What follows belongs to an exercise in optimizing a design on an open flow for a short achievable clock period and few clock cycles; a production flow would make more cautious choices.
Only simulation tests tie the RTL to the original design; equivalence was not proved.
No activity file was given, so power comes from the tool's default toggle rates.

== cedar ==
Design ycpu_core, start of the top module:
module ycpu_core (
    input  wire        clk,
    input  wire        rst,           
    output reg         bus_req,
    output reg         bus_we,
    output reg  [1:0]  bus_sel,       
    output reg  [14:0] bus_addr,
    output reg  [7:0]  bus_wdata,
    input  wire        bus_ack,
    input  wire        bus_err,
    input  wire [7:0]  bus_rdata,
    output wire        halted,
    output wire        fault,
    output wire [7:0]  pc_out
);
    localparam [3:0] OP_NOP = 4'd0,  OP_AND = 4'd1,  OP_OR  = 4'd2,  OP_NOT = 4'd3,
                     OP_ADD = 4'd4,  OP_SUB = 4'd5,  OP_MUL = 4'd6,  OP_DIV = 4'd7,
                     OP_SHL = 4'd8,  OP_SHR = 4'd9,  OP_ROL = 4'd10, OP_ROR = 4'd11,
                     OP_CPY = 4'd12, OP_CEQ = 4'd13, OP_CGT = 4'd14, OP_CLT = 4'd15;
    localparam [1:0] SEL_IMEM = 2'd0, SEL_DMEM = 2'd1, SEL_DEV = 2'd2;
    localparam [6:0] Q_F0 = 7'b1000000, Q_F1 = 7'b0100000, Q_F2 = 7'b0010000,
                     Q_L1 = 7'b0001000, Q_L2 = 7'b0000100, Q_EX = 7'b0000010,
                     Q_ST = 7'b0000001, Q_NONE = 7'b0000000;
    reg [6:0] st;
    wire st_f0 = st[6], st_f1 = st[5], st_f2 = st[4], st_l1 = st[3],
         st_l2 = st[2], st_ex = st[1], st_st = st[0];
    reg [7:0] pc;         
    reg [7:0] ibank;
    reg [7:0] dbank;
    reg [7:0] ir;         
    reg [7:0] a1, a2;     
    reg [7:0] b1, b2;     
    reg       err;
    reg       halted_r;
    reg       fault_r;
    reg [1:0] dcnt;       
    reg       ex_first;   
    reg       ex_dset;    
    reg [7:0] damag;      
    reg [7:0] drem;       
    reg [7:0] dnum;       
  ...
For scale: about 2400 cells after synthesis, roughly 140 flip-flops, about 49 I/O pins, about 17000 µm² of cells after synthesis.
clock: 15.0 ns
lec_check: 0
cap_margin: 20
core_margin: 2
core_utilization: 40
slew_margin: 20
standard.sh (not shown) runs the stock make flow with config.mk's settings and CLKGATE_MAP_FILE= SYNTH_SCRIPT=/design/flow/synth_recipe.tcl, a recipe that flattens the netlist after the stock synthesis.
==> flow/flow/run.sh <==
#!/bin/bash
# Standard ORFS layout with two changes to how it is made:
#  - synthesis leaves adders to ABC instead of mapping them to full-adder
#    cells first (ADDER_MAP_FILE empty), so they are timing-optimised like
#    the rest of the logic; registers are unchanged;
#  - timing repair aims well past the clock period (SETUP_SLACK_MARGIN 12.5),
#    so that the achieved period shrinks.
# Full tool output goes to the ORFS logs (orfs/logs/...) and to standard.log.
set -euo pipefail
bash standard.sh finish SETUP_SLACK_MARGIN=12.5 ADDER_MAP_FILE= > standard.log 2>&1
Testbench counts of cedar, summed over its fixed seeds: cycles 46,683.
Modified inputs, garnet compared to cedar
==> flow/flow/run.sh <==
#!/bin/bash
# Standard ORFS layout with two changes to how it is made:
#  - synthesis leaves adders to ABC instead of mapping them to full-adder
#    cells first (ADDER_MAP_FILE empty), so they are timing-optimised like
#    the rest of the logic; registers are unchanged;
#  - timing repair aims well past the clock period (SETUP_SLACK_MARGIN 11.5),
#    so that the achieved period shrinks.
# Full tool output goes to the ORFS logs (orfs/logs/...) and to standard.log.
set -euo pipefail
bash standard.sh finish SETUP_SLACK_MARGIN=11.5 ADDER_MAP_FILE= > standard.log 2>&1
[summary]
- Of the two values seen for endpoint of the worst setup timing path, bus_wdata[1]$_DFFE_PN_ was produced by garnet and bus_wdata[6]$_DFFE_PN_ by cedar.
- The critical path depth number comes out higher for cedar vs garnet.
- garnet: part of the total power dissipated in the clock network higher than cedar
- Of garnet and cedar, it is garnet that has the lower net load switching power.
- Highest fanout seen on the critical path in garnet vs cedar: down 1
- Between garnet and cedar, the difference in worst clock skew on the final layout is negligible.
- Looking at highest-delay cell along the critical path, the a211oi_2 result is from garnet; the a41oi_1 one comes from cedar.
- Per the comparison of garnet with cedar, sequential power did not really move; leakage power summed over all cells now sits lower; wire length of the first global-routing pass ~0 delta; proportion of final cell area spent on non-clock buffers saw a decrease; final wirelength shows a reduction of 2.3%.


old:
Starting RTL as in the previous note.
export LEC_CHECK = 0
export CAP_MARGIN = 20
export CORE_MARGIN = 2
export CORE_UTILIZATION = 40
export SLEW_MARGIN = 20
create_clock -name core_clock -period 15.0 [get_ports {clk}]
==> flow/flow/run.sh <==
#!/bin/bash
# Standard ORFS layout with two changes to how it is made:
#  - synthesis leaves adders to ABC instead of mapping them to full-adder
#    cells first (ADDER_MAP_FILE empty), so they are timing-optimised like
#    the rest of the logic; registers are unchanged;
#  - timing repair aims well past the clock period (SETUP_SLACK_MARGIN 11.5),
#    so that the achieved period shrinks;
#  - a sparser core (CORE_UTILIZATION 30) for room to buffer and route.
# Full tool output goes to the ORFS logs (orfs/logs/...) and to standard.log.
set -euo pipefail
bash standard.sh finish SETUP_SLACK_MARGIN=11.5 ADDER_MAP_FILE= CORE_UTILIZATION=30 > standard.log 2>&1
The final layout from old, which completed every stage, passed the timing, DRC and antenna checks at the end of the flow.
Testbench counts of old, summed over its fixed seeds: cycles 46,683.
Modified inputs, new compared to old
==> flow/flow/run.sh <==
#!/bin/bash
# Standard ORFS layout with two changes to how it is made:
#  - synthesis leaves adders to ABC instead of mapping them to full-adder
#    cells first (ADDER_MAP_FILE empty), so they are timing-optimised like
#    the rest of the logic; registers are unchanged;
#  - timing repair aims well past the clock period (SETUP_SLACK_MARGIN 11),
#    so that the achieved period shrinks.
# Full tool output goes to the ORFS logs (orfs/logs/...) and to standard.log.
set -euo pipefail
bash standard.sh finish SETUP_SLACK_MARGIN=11 ADDER_MAP_FILE= > standard.log 2>&1
==> comparison <==
NOTE: detailed route wirelength on metal2 in new falls short of that of old
In the final reports, the cell area of new is smaller than that of old.
Lower total buffers and inverters traversed by the critical path among old and new: old

-- afterwards: timing with drivers on the ports --
No port has a modelled driver above. Below, the same layouts with a new extraction and two added sets of constraints. Step 1, drivers: a clkbuf_16 drives clk and a buf_2 each remaining input, both assumed. Step 2 times the ports against the registers' clock, not the clock port: input delays grow and output delays shrink by t, the midpoint of the rising clock arrivals with the driver on. Slacks: ideal ports / drivers / drivers and shift; pairs: ideal ports / drivers.
run	t, ns	slack for setup (ns)	hold WS [ns]	slew at the worst register clock pin (ns)	pins driven straight from the clock port
cedar	0.504	10.782 / 10.735 / 10.274	0.512 / 0.512 / 0.512	0.08 / 0.08	1
garnet	0.503	10.808 / 10.767 / 10.312	0.508 / 0.508 / 0.508	0.07 / 0.07	1
old	0.508	10.773 / 10.781 / 10.274	0.533 / 0.533 / 0.533	0.08 / 0.08	1
new	0.503	10.845 / 10.801 / 10.326	0.501 / 0.501 / 0.501	0.08 / 0.08	1
After both steps setup and hold are still met in every run listed. The setup slack of new, which loses most, moves by -0.044 ns with the drivers and by -0.519 ns with both steps.
